What follows belongs to an exercise in optimizing a design on an open flow for small area, a short achievable clock period and few clock cycles per item; a production flow would make more cautious choices. Only the layout flow was run in this run; the RTL was not checked for function there. Power figures rest on the tool's default switching activity, not on a simulated workload.

===== flow/config.mk =====
export PLATFORM = sky130hd
export DESIGN_NAME = irdec
export DESIGN_NICKNAME = irdec
export VERILOG_FILES = /design/flow/design.v
export SDC_FILE = /design/flow/constraint.sdc
export NUM_CORES = 4
export LEC_CHECK = 0
export CAP_MARGIN = 20
export CORE_MARGIN = 2
export CORE_UTILIZATION = 40
export CTS_BUF_LIST = sky130_fd_sc_hd__clkbuf_8
export CTS_CLUSTER_DIAMETER = 50
export CTS_CLUSTER_SIZE = 20
export PLACE_DENSITY = 0.6
export SLEW_MARGIN = 20
export TNS_END_PERCENT = 5

===== flow/constraint.sdc =====
create_clock -name core_clock -period 11.0 [get_ports {clk}]
set_input_delay 2.2000 -clock core_clock [delete_from_list [all_inputs] [get_ports {clk}]]
set_output_delay 2.2000 -clock core_clock [all_outputs]
set_load 0.01 [all_outputs]

===== flow/design.v =====
module irdec (
    input  wire        clk,
    input  wire        rst,
    input  wire        req_valid,
    output wire        req_ready,
    input  wire [2:0]  req_op,
    input  wire [31:0] req_now,
    output reg         rsp_valid,
    output wire [51:0] rsp
);
    localparam [2:0] OP_EDGE  = 3'b001;
    localparam [2:0] OP_AVAIL = 3'b011;
    localparam [2:0] OP_RECV  = 3'b100;
    localparam [2:0] OP_READ  = 3'b101;
    localparam [2:0] OP_RESET = 3'b111;
    assign req_ready = 1'b1;
    reg [31:0] last_edge;
    reg [31:0] last_event;
    reg [1:0]  tag;         
    reg        pending;
    reg [5:0]  nec_c;
    reg [23:0] nec_data;    
    reg        nec_ok;      
    reg [5:0]  pan_c;
    reg [47:0] pan_data;    
    reg        pan_ok;      
    reg        hact;
    reg        hge2;
    reg [7:0]  hp;
    reg [15:0] hprev;
    reg [31:0] hash;
    reg        v0;
    reg [2:0]  op0;
    reg [31:0] now0;
    always @(posedge clk) begin
        v0   <= req_valid && !rst;
        op0  <= req_op;
        now0 <= req_now;
    end
    reg        v1, e1;
    reg [2:0]  op1;
    reg [31:0] now1;
    reg [15:0] d1;         
    reg        to1, nl1, nh1, ng1, pl1, pg1, win1;
    wire is_avail = v1 && (op1 == OP_AVAIL);
    wire is_recv  = v1 && (op1 == OP_RECV);
    wire is_read  = v1 && (op1 == OP_READ);
    wire is_reset = v1 && (op1 == OP_RESET);
    wire tp_op    = v1 && (op1 != 3'd0) && (op1 != 3'd6) && (op1 != 3'd7);
    wire hto     = hge2 && to1;
    wire tp_fire = tp_op && !pending && hto;
    wire pend1   = pending || tp_fire;
    wire edge_go = e1 && !pending && !hto;
    wire clear_all = rst || is_reset;
    wire [31:0] le_next = is_reset ? 32'd0 : edge_go ? now1 : last_edge;
    wire [31:0] lv_next = is_reset ? 32'd0 : last_event;
    wire [16:0] lo_diff = {1'b0, now0[15:0]} - {1'b0, le_next[15:0]};
    wire        lo_brw  = lo_diff[16];
    wire [15:0] el      = lo_diff[15:0];
    wire [15:0] xh      = now0[31:16];
    wire [15:0] yh      = ~le_next[31:16];
    wire        hi_eq0  = ((xh ^ yh) == 16'hFFFF);
    wire        hi_eq1  = ((xh ^ yh) == {xh[14:0] | yh[14:0], 1'b0});
    wire        sat     = lo_brw ? !hi_eq1 : !hi_eq0;
    wire [18:0] lw_diff = {1'b0, now0[17:0]} - {1'b0, lv_next[17:0]};
    wire [13:0] xw      = now0[31:18];
    wire [13:0] yw      = ~lv_next[31:18];
    wire        w_eq0   = ((xw ^ yw) == 14'h3FFF);
    wire        w_eq1   = ((xw ^ yw) == {xw[12:0] | yw[12:0], 1'b0});
    wire        in_win  = (lw_diff[18] ? w_eq1 : w_eq0) && (lw_diff[17:0] < 18'd162000);
    always @(posedge clk) begin
        v1   <= v0 && !rst;
        e1   <= v0 && !rst && (op0 == OP_EDGE);
        op1  <= op0;
        now1 <= now0;
        d1   <= el | {16{sat}};
        to1  <= sat || (el >= 16'd27000);
        nl1  <= sat || (el >= 16'd12375);
        nh1  <= sat || (el >= 16'd6750);
        ng1  <= sat || (el >= 16'd1687);
        pl1  <= sat || (el >= 16'd3456);
        pg1  <= sat || (el >= 16'd1296);
        win1 <= in_win;
    end
    wire nec_bit  = ng1;
    wire nec_cmp  = nec_bit ^ nec_data[16];        
    wire nec_hi   = (nec_c >= 6'd26);              
    reg  [5:0]  nec_c_n;
    reg         nec_claim;
    reg         nec_hold;                           
    always @* begin
        nec_c_n   = nec_c;
        nec_claim = 1'b0;
        nec_hold  = 1'b0;
        if (to1) begin
            nec_c_n = (nec_c == 6'd0) ? 6'd1 : 6'd0;
        end else if (nec_c == 6'd0) begin
        end else if (nec_c == 6'd1) begin
            if (!nh1) begin
                nec_c_n = 6'd0;
            end else if (!nl1) begin
                nec_c_n   = 6'd0;
                nec_claim = win1;
                nec_hold  = win1;
            end else begin
                nec_c_n = 6'd2;
            end
        end else begin
            if (nec_c != 6'd33) begin
                nec_c_n = nec_c + 6'd1;
            end else begin
                nec_c_n   = 6'd0;
                nec_claim = nec_ok && nec_cmp;
            end
        end
    end
    wire        pan_bit   = pg1;
    wire [47:0] pan_shift = {pan_bit, pan_data[47:1]};
    wire        pan_cmp   = !(pan_bit ^ pan_data[24] ^ pan_data[32] ^ pan_data[40]);
    reg  [5:0]  pan_c_n;
    reg         pan_claim;
    always @* begin
        pan_c_n   = pan_c;
        pan_claim = 1'b0;
        if (to1) begin
            pan_c_n = (pan_c == 6'd0) ? 6'd1 : 6'd0;
        end else if (pan_c == 6'd0) begin
        end else if (pan_c == 6'd1) begin
            pan_c_n = pl1 ? 6'd2 : 6'd0;
        end else begin
            if (pan_c != 6'd49) begin
                pan_c_n = pan_c + 6'd1;
            end else begin
                pan_c_n   = 6'd0;
                pan_claim = pan_ok && pan_cmp;
            end
        end
    end
    wire [17:0] new3  = {2'b00, d1} + {1'b0, d1, 1'b0};
    wire [17:0] prev2 = {1'b0, hprev, 1'b0};
    wire [17:0] prev4 = {hprev, 2'b00};
    wire [1:0]  code  = (new3 <= prev2) ? 2'd0 : (new3 >= prev4) ? 2'd2 : 2'd1;
    wire nec_go   = edge_go;
    wire pan_go   = edge_go && !nec_claim;
    wire hash_go  = pan_go && !pan_claim;
    wire s_claim  = nec_go && nec_claim || pan_go && pan_claim;
    wire h_init   = hash_go && to1 && !hact;
    wire h_pulse  = hash_go && !to1 && hact;        
    wire h_fold   = hash_go && !to1 && hge2;
    wire h_claim  = hash_go && (to1 ? hge2 : (hge2 && hp == 8'd253));
    wire read_go  = is_read && pend1;
    wire [1:0] tag1 = tp_fire ? 2'd3 : tag;
    wire h_clear  = read_go && (tag1 == 2'd3) || s_claim;
    wire receiving = !pending && !to1 && ((nec_c != 6'd0) || (pan_c != 6'd0) || hact);
    always @(posedge clk) begin
        if (clear_all) begin
            tag        <= 2'd0;
            pending    <= 1'b0;
            nec_c      <= 6'd0;
            pan_c      <= 6'd0;
            hact       <= 1'b0;
            hge2       <= 1'b0;
        end else begin
            if (tp_fire || h_claim)
                tag <= 2'd3;
            else if (nec_go && nec_claim)
                tag <= 2'd1;
            else if (pan_go && pan_claim)
                tag <= 2'd2;
            if (read_go)
                pending <= 1'b0;
            else if (tp_fire || s_claim || h_claim)
                pending <= 1'b1;
            if (nec_go)
                nec_c <= nec_c_n;
            if (pan_go)
                pan_c <= pan_c_n;
            if (h_clear) begin
                hact <= 1'b0;
                hge2 <= 1'b0;
            end else if (h_init) begin
                hact <= 1'b1;
            end else if (h_pulse) begin
                hge2 <= 1'b1;
            end
        end
    end
    always @(posedge clk) begin
        if (rst) begin
            last_edge  <= 32'd0;
            last_event <= 32'd0;
        end else begin
            last_edge  <= le_next;
            last_event <= s_claim ? now1 : lv_next;
        end
    end
    always @(posedge clk) begin
        if (nec_go && nec_hold) begin
            nec_data <= 24'h00FFFF;
        end else if (nec_go) begin
            if (nec_hi) begin
                nec_data[23:16] <= {nec_data[16], nec_data[23:17]};
                nec_ok          <= nec_ok && nec_cmp;
            end else begin
                nec_data <= {nec_bit, nec_data[23:1]};
                nec_ok   <= 1'b1;
            end
        end
        if (pan_go) begin
            pan_data <= pan_shift;
            pan_ok   <= (pan_c < 6'd42) || (pan_ok && pan_cmp);
        end
        if (h_init)
            hp <= 8'd0;
        else if (h_pulse)
            hp <= hp + 8'd1;
        if (h_pulse)
            hprev <= d1;
    end
    reg       hi2, hf2;
    reg [1:0] code2;
    always @(posedge clk) begin
        hi2   <= h_init && !clear_all;
        hf2   <= h_fold && !clear_all;
        code2 <= code;
    end
    wire [31:0] t0 = hash;
    wire [31:0] t1 = {hash[30:0], 1'b0};
    wire [31:0] t2 = {hash[27:0], 4'b0};
    wire [31:0] t3 = {hash[24:0], 7'b0};
    wire [31:0] t4 = {hash[23:0], 8'b0};
    wire [31:0] t5 = {hash[7:0], 24'b0};
    wire [31:0] s1 = t0 ^ t1 ^ t2;
    wire [31:0] c1 = {((t0 & t1) | (t0 & t2) | (t1 & t2)), 1'b0};
    wire [31:0] s2 = t3 ^ t4 ^ t5;
    wire [31:0] c2 = {((t3 & t4) | (t3 & t5) | (t4 & t5)), 1'b0};
    wire [31:0] s3 = s1 ^ c1 ^ s2;
    wire [31:0] c3 = {((s1 & c1) | (s1 & s2) | (c1 & s2)), 1'b0};
    wire [31:0] s4 = s3 ^ c3 ^ c2;
    wire [31:0] c4 = {((s3 & c3) | (s3 & c2) | (c3 & c2)), 1'b0};
    wire [16:0] hm_lo  = {1'b0, s4[15:0]} + {1'b0, c4[15:0]};
    wire [15:0] hm_hi0 = s4[31:16] + c4[31:16];
    wire [15:0] hm_hi1 = s4[31:16] + c4[31:16] + 16'd1;
    wire [31:0] hmul   = {hm_lo[16] ? hm_hi1 : hm_hi0, hm_lo[15:0]};
    always @(posedge clk) begin
        if (hi2)
            hash <= 32'h811C9DC5;
        else if (hf2)
            hash <= {hmul[31:2], hmul[1:0] ^ code2};
    end
    reg r_nec, r_pan, r_hash, r_flag;
    always @(posedge clk) begin
        if (rst) begin
            rsp_valid <= 1'b0;
            r_nec     <= 1'b0;
            r_pan     <= 1'b0;
            r_hash    <= 1'b0;
            r_flag    <= 1'b0;
        end else begin
            rsp_valid <= v1;
            r_nec     <= read_go && (tag1 == 2'd1);
            r_pan     <= read_go && (tag1 == 2'd2);
            r_hash    <= read_go && (tag1 == 2'd3);
            r_flag    <= is_avail && pend1 || is_recv && receiving;
        end
    end
    wire [15:0] r_addr = ({16{r_nec}}  & nec_data[15:0]) |
                         ({16{r_pan}}  & pan_data[15:0]) |
                         ({16{r_hash}} & {8'd0, hp});
    wire [31:0] r_cmd  = ({32{r_nec}}  & {24'd0, nec_data[23:16]}) |
                         ({32{r_pan}}  & pan_data[47:16]) |
                         ({32{r_hash}} & hash);
    assign rsp = {r_nec | r_pan | r_hash, r_pan | r_hash, r_nec | r_hash, r_flag, r_addr, r_cmd};
endmodule

===== flow/flow/run.sh =====
#!/bin/bash
# Own layout flow: the standard flow (standard.sh, unchanged synthesis),
# with plain buffers on the ports instead of delay buffers, timing repair
# aiming for extra setup slack and free to change a cell's footprint when
# resizing it. The make run logs to its own file here.
set -euo pipefail
bash standard.sh \
  "BUFFER_PORTS_ARGS=-buffer_cell sky130_fd_sc_hd__buf_1" \
  "SETUP_SLACK_MARGIN=${OWN_SETUP_MARGIN:-7}" \
  "MATCH_CELL_FOOTPRINT=0" \
  finish > standard_finish.log 2>&1

===== flow/standard.sh =====
#!/bin/bash
# synth_recipe.tcl (not shown) runs the flow's synth.tcl, then flattens the netlist and writes it again
# the make line also repeats each setting of config.mk as NAME=value (left out here)
make -C /OpenROAD-flow-scripts/flow DESIGN_CONFIG=/design/flow/config.mk WORK_HOME=/design/flow/orfs CLKGATE_MAP_FILE= SYNTH_SCRIPT=/design/flow/synth_recipe.tcl "${@:-finish}"

==> summary.md <==
| Metric | Value |
|---|---|
| End point of the critical path | hash[31] |
| Area share of fa/ha/maj cells after synthesis | 20.5% |
| Layout cell share with drive strength beyond 1 | 9.01% |
| Worst reg2reg path depth | 16 |
| Cell area power density | 149 nW/um2 |
| Max-cap violations | 0 |
| Syn Std Cell Area | 18,800 um2 |
| Cell Chain, Critical Path | fa_1 -> fa_1 -> inv_2 -> fa_1 -> inv_1 -> ha_2 -> fa_2 -> a211oi_4 -> o21ai_2 -> a211oi_2 -> o21a_1 -> o2111ai_4 -> nor4b_4 -> nand4_1 -> xnor2_1 -> a211o_1 |
| Setup slack on the worst flop-to-flop path | 6.49 ns |
| Post-synthesis sequential area ratio | 37.1% |
| Finished Core Util | 45.3% |
| Internal power summed over all cells | 2.04 mW |
| Cell count after placement | 2,644 |
| Setup repair after global routing missed its margin | true |
| Wire length of the first global-routing pass | 73,000 um |
| Largest incremental delay on the critical path | 0.52 ns |
| Ant. Diodes | 0 |
| Fillers | 4,475 |
| Share of the cycle needed by the critical path after routing | 41.0% |
| Placed wire-length estimate after detailed placement | 32,300 um |
| Final antenna-violating net count | 0 |
| Non-filler cells, final | 2,739 |
| Proportion of synthesized flip-flops having asynchronous set or reset | 0% |
| Deepest clock path buffer count | 3 |
| CP Launch Type | flop |
| Kind of critical path | reg -> reg |
| Vias/cell | 5.30 |
| Net count of the mapped netlist | 2,295 |
| Area Overhead vs Synth | 12.0% |
| Dominant combinational cell family by area after synthesis | adder cells |
| TritonCTS clock tree | built |
| Placeable core region | 46,600 um2 |
| Area fraction of the dominant cell type after synthesis | 26.6% |
| Most frequent standard cell in the layout excluding fill and tap cells | sky130_fd_sc_hd__dfxtp_1 |
| Routed WL per cell | 16.0 um |
| Number of buffers created by CTS | 37 |
| Required time worst endpoint | 11.52 ns |
| Reg clk slew, reported paths | 0.10 ns |
| Number of gates on the worst path with buffers counted | 16 |
| Number of distinct library cell variants in the gate-level netlist after synthesis | 84 |
| Synth Instances | 1,999 |
| Clock tree sinks | 316 |
| Final setup violation count | 0 |
| Mean cell area of the mapped netlist | 9.43 um2 |
| Buffers added on ports | 90 |
| Area of the die | 48,900 um2 |
| Part of the power in combinational logic | 32.6% |
| Vertical die dimension | 221 um |
| Worst setup skew after layout | 0.0447 ns |
| Most used cells in the layout excluding fill and tap cells | sky130_fd_sc_hd__dfxtp_1, sky130_fd_sc_hd__nand2_1, sky130_fd_sc_hd__inv_1 |
| Mux cell area share after synthesis | 1.59% |
| WL final | 43,800 um |
| Clock period minus final worst setup slack | 4.51 ns |
| Routability-driven placement congestion ratio | 0.879 |
| First-pass DRT Iterations | 8 |
| DR iter-0 viols | 667 |
| Primary flip-flop cell chosen by synthesis mapping | sky130_fd_sc_hd__dfxtp_1 |
| Number of levels in the clock H-tree | 2 |
| Switching fraction of total power | 35.2% |
| Clock root cell | sky130_fd_sc_hd__clkbuf_8 |
| Warnings, synthesis | 1 |
| Detailed-route via count | 14,525 |
| Clk Latency, worst-skew pair | 0.62 ns |
| Top cells by area in the synthesized netlist | sky130_fd_sc_hd__dfxtp_1, sky130_fd_sc_hd__ha_1, sky130_fd_sc_hd__edfxtp_1, sky130_fd_sc_hd__fa_1, sky130_fd_sc_hd__nand2_1 |
| Die outline width | 221 um |
| Count of pins over their slew limit | 0 |
| EDFF count, synth | 66 |
| Worst-case headroom to the max-slew limit | 33.9% |
| I/O pin cnt | 92 |
| Clock share of power | 28.3% |
| Arrival time of data at the critical path endpoint | 5.03 ns |
| Launch point of the critical path | hash[15] |
| Compound-cell area share of the yosys netlist | 15.1% |
| Detailed-route DRC error count | 0 |
| Layout net count | 2,399 |
| Worst setup EP type | flop |
| Cell type with the largest total area after synthesis | sky130_fd_sc_hd__dfxtp_1 |
| LEAKAGE | 8.74 nW |
| Largest delay contributor family on the critical path | adder cells |
| Run status | finished clean |
| Startpoint of the worst register-to-register path | hash[15] |
| GRT Total Usage | 18.0% |
| Maximum number of pins on one net before global-route repair | 71 |
| Std cell rows | 79 |
| Timing-limited maximum frequency | 222 MHz |
| Sum of negative setup slack | 0 ns |
| Global-route congestion overflow total | 0 |
| Library cell contributing the largest single delay on the critical path | sky130_fd_sc_hd__fa_1 |
| Antenna violations before repair | 0 |
| Largest fanout on the critical path | 4 |
| Psw | 1.11 mW |
| Worst r2r dst | hash[31] |
| Basic-gate share of the synthesized area counting and, or, nand and nor cells | 15.7% |
| Initial Util | 40.5% |
| Type of the most critical hold path | reg -> reg |
| Post-synthesis sequential element count | 316 |
| Most used cell, CP | sky130_fd_sc_hd__fa_1 |
| Post-Synth XOR/XNOR Area | 4.88% |
| Number of global-route vias before repair | 14,777 |
| Count of hold buffers inserted by post-cts repair | 0 |
| Count of buffering cells on the critical path with inverters included | 2 |
| Final hold vios | 0 |
| Power share of the sequential group | 39.2% |
| Slew at the pin closest to its max-slew limit | 0.990 ns |
| Worst IR drop on VDD | 0.155 mV |
==> how the worst min path moves through the flow <==
| stage | endpoint | from | cells after the start | slack [ns] |
|---|---|---|---|---|
| 4_1_cts | op1[0] | op0[0] | 0 | 0.35 |
| 3_3_place_gp | op1[0] | op0[0] | 0 | 0.33 |
| 5_1_grt | op1[0] | op0[0] | 0 | 0.37 |
| 3_5_place_dp | op1[0] | op0[0] | 0 | 0.33 |
| 6_report | op1[0] | op0[0] | 0 | 0.35 |
| 2_1_floorplan | op1[0] | op0[0] | 0 | 0.32 |
==> power groups by stage <==
stage               Sequential, mW  Clock, mW  Combinational [mW]
floorplan                     1.25          0               0.699
global placement              1.26          0               0.860
detailed placement            1.26          0               0.876
CTS                           1.23      0.929               0.965
global route                  1.24      0.967                1.14
finish                        1.23      0.890                1.02
==> cells in the mapped netlist, types with 12 or more instances <==
cell type,count
sky130_fd_sc_hd__nand4_1,15
sky130_fd_sc_hd__nor2_1,162
sky130_fd_sc_hd__a211oi_1,26
sky130_fd_sc_hd__fa_1,84
sky130_fd_sc_hd__clkbuf_1,55
sky130_fd_sc_hd__mux2i_1,30
sky130_fd_sc_hd__and2_1,25
sky130_fd_sc_hd__a21o_1,45
sky130_fd_sc_hd__edfxtp_1,66
sky130_fd_sc_hd__nand2_1,199
sky130_fd_sc_hd__inv_1,185
sky130_fd_sc_hd__o211ai_1,14
sky130_fd_sc_hd__a21oi_1,106
sky130_fd_sc_hd__xor2_1,32
sky130_fd_sc_hd__nor2b_1,19
sky130_fd_sc_hd__nand2b_1,13
sky130_fd_sc_hd__nor3_1,57
sky130_fd_sc_hd__a31oi_1,16
sky130_fd_sc_hd__ha_1,174
sky130_fd_sc_hd__xnor2_1,73
sky130_fd_sc_hd__o21ai_0,66
sky130_fd_sc_hd__a222oi_1,16
sky130_fd_sc_hd__nand3_1,48
sky130_fd_sc_hd__a22o_1,33
sky130_fd_sc_hd__o21a_1,19
sky130_fd_sc_hd__or2_2,12
sky130_fd_sc_hd__dfxtp_1,250
sky130_fd_sc_hd__or3_1,17
==> flip-flops by register name, summed over array words and instances, names as in the netlist, 2 cells and up <==
signal,flops
pan_c,6
now1,32
d1,16
now0,32
op0,3
hash,32
hp,8
last_edge,32
op1,3
hprev,16
nec_data,24
tag,2
nec_c,6
pan_data,48
code2,2
last_event,32
==> cell type report <==
type                            count  area, um2  area share [%]
Multi-Input combinational cell   1430      11100            52.5
Sequential cell                   316       7060            33.4
Clock inverter                     28        268            1.27
Timing Repair Buffer              131        693            3.28
Clock buffer                       40        551            2.61
Inverter                          187        702            3.33
Tap cell                          607        759            3.60
==> worst register-to-register path: stages, from the launching register on <==
cell and delay, ns:
sky130_fd_sc_hd__dfxtp_4 0.37, sky130_fd_sc_hd__fa_1 0.48, sky130_fd_sc_hd__fa_1 0.52, sky130_fd_sc_hd__inv_2 0.04
sky130_fd_sc_hd__fa_1 0.48, sky130_fd_sc_hd__inv_1 0.05, sky130_fd_sc_hd__ha_2 0.18, sky130_fd_sc_hd__fa_2 0.37
sky130_fd_sc_hd__a211oi_4 0.26, sky130_fd_sc_hd__o21ai_2 0.12, sky130_fd_sc_hd__a211oi_2 0.22, sky130_fd_sc_hd__o21a_1 0.22
sky130_fd_sc_hd__o2111ai_4 0.17, sky130_fd_sc_hd__nor4b_4 0.39, sky130_fd_sc_hd__nand4_1 0.16, sky130_fd_sc_hd__xnor2_1 0.16
sky130_fd_sc_hd__a211o_1 0.25
==> per-layer routing <==
metal | up-vias | global-route usage (%) | wire length, um
li1 | 7190 | - | -
met1 | 6975 | 22.6 | 19500
met2 | 279 | 31.2 | 21000
met3 | 81 | 2.91 | 1990
met4 | 0 | 6.24 | 1300
met5 | - | 0 | 0
==> metrics by stage <==
step	area, um2	total power [mW]	hold WS, ns	worst slack [ns]
finish	21100	3.15	0.354	6.49
global route	21100	3.34	0.366	6.34
CTS	21000	3.13	0.352	6.59
detailed placement	19800	2.14	0.331	5.81
global placement	19800	2.12	0.330	5.93
floorplan	18900	1.95	0.323	6.52
==> timing repair <==
item	CTS	global route
endpoints found under the setup margin	91	78
cloned	1	0
setup buffers	17	9
gates resized for setup	53	15
pin swaps	18	6
==> logic make-up after synthesis <==
logic type	after synthesis
adders and majority gates	258
muxes	30
other	1
buffers and inverters	253
DFF	316
xor gates and xnor gates	105
and+or+nand+nor	623
AOI/OAI and AO/OA	413

[afterwards: timing with drivers on the ports]
The flow's constraints put no driver on any port. The routed layout listed below was extracted and timed again, unchanged, in two steps.
Step 1 (the two cells are an assumption about what drives the block):
set clk [get_ports {clk}]
set_driving_cell -lib_cell sky130_fd_sc_hd__clkbuf_16 $clk
set_driving_cell -lib_cell sky130_fd_sc_hd__buf_2 [delete_from_list [all_inputs] $clk]
Step 2, shift: input delay + t, output delay - t, t = (earliest + latest rising clock arrival at the registers) / 2. This alone moves slack from input paths to output paths.
Slacks: no drivers / after step 1 / after step 2; pairs: no drivers / after step 1.
shift t [ns]: 0.649
setup WS [ns]: 6.491 / 6.491 / 6.491
hold slack, ns: 0.354 / 0.354 / 0.354
latest minus earliest clock arrival (ns): 0.050 / 0.049
worst data-port slew with drivers (ns): 0.03
After both steps setup and hold are still met in this run. The setup slack of this run moves by 0.000 ns with the drivers and by 0.000 ns with both steps.
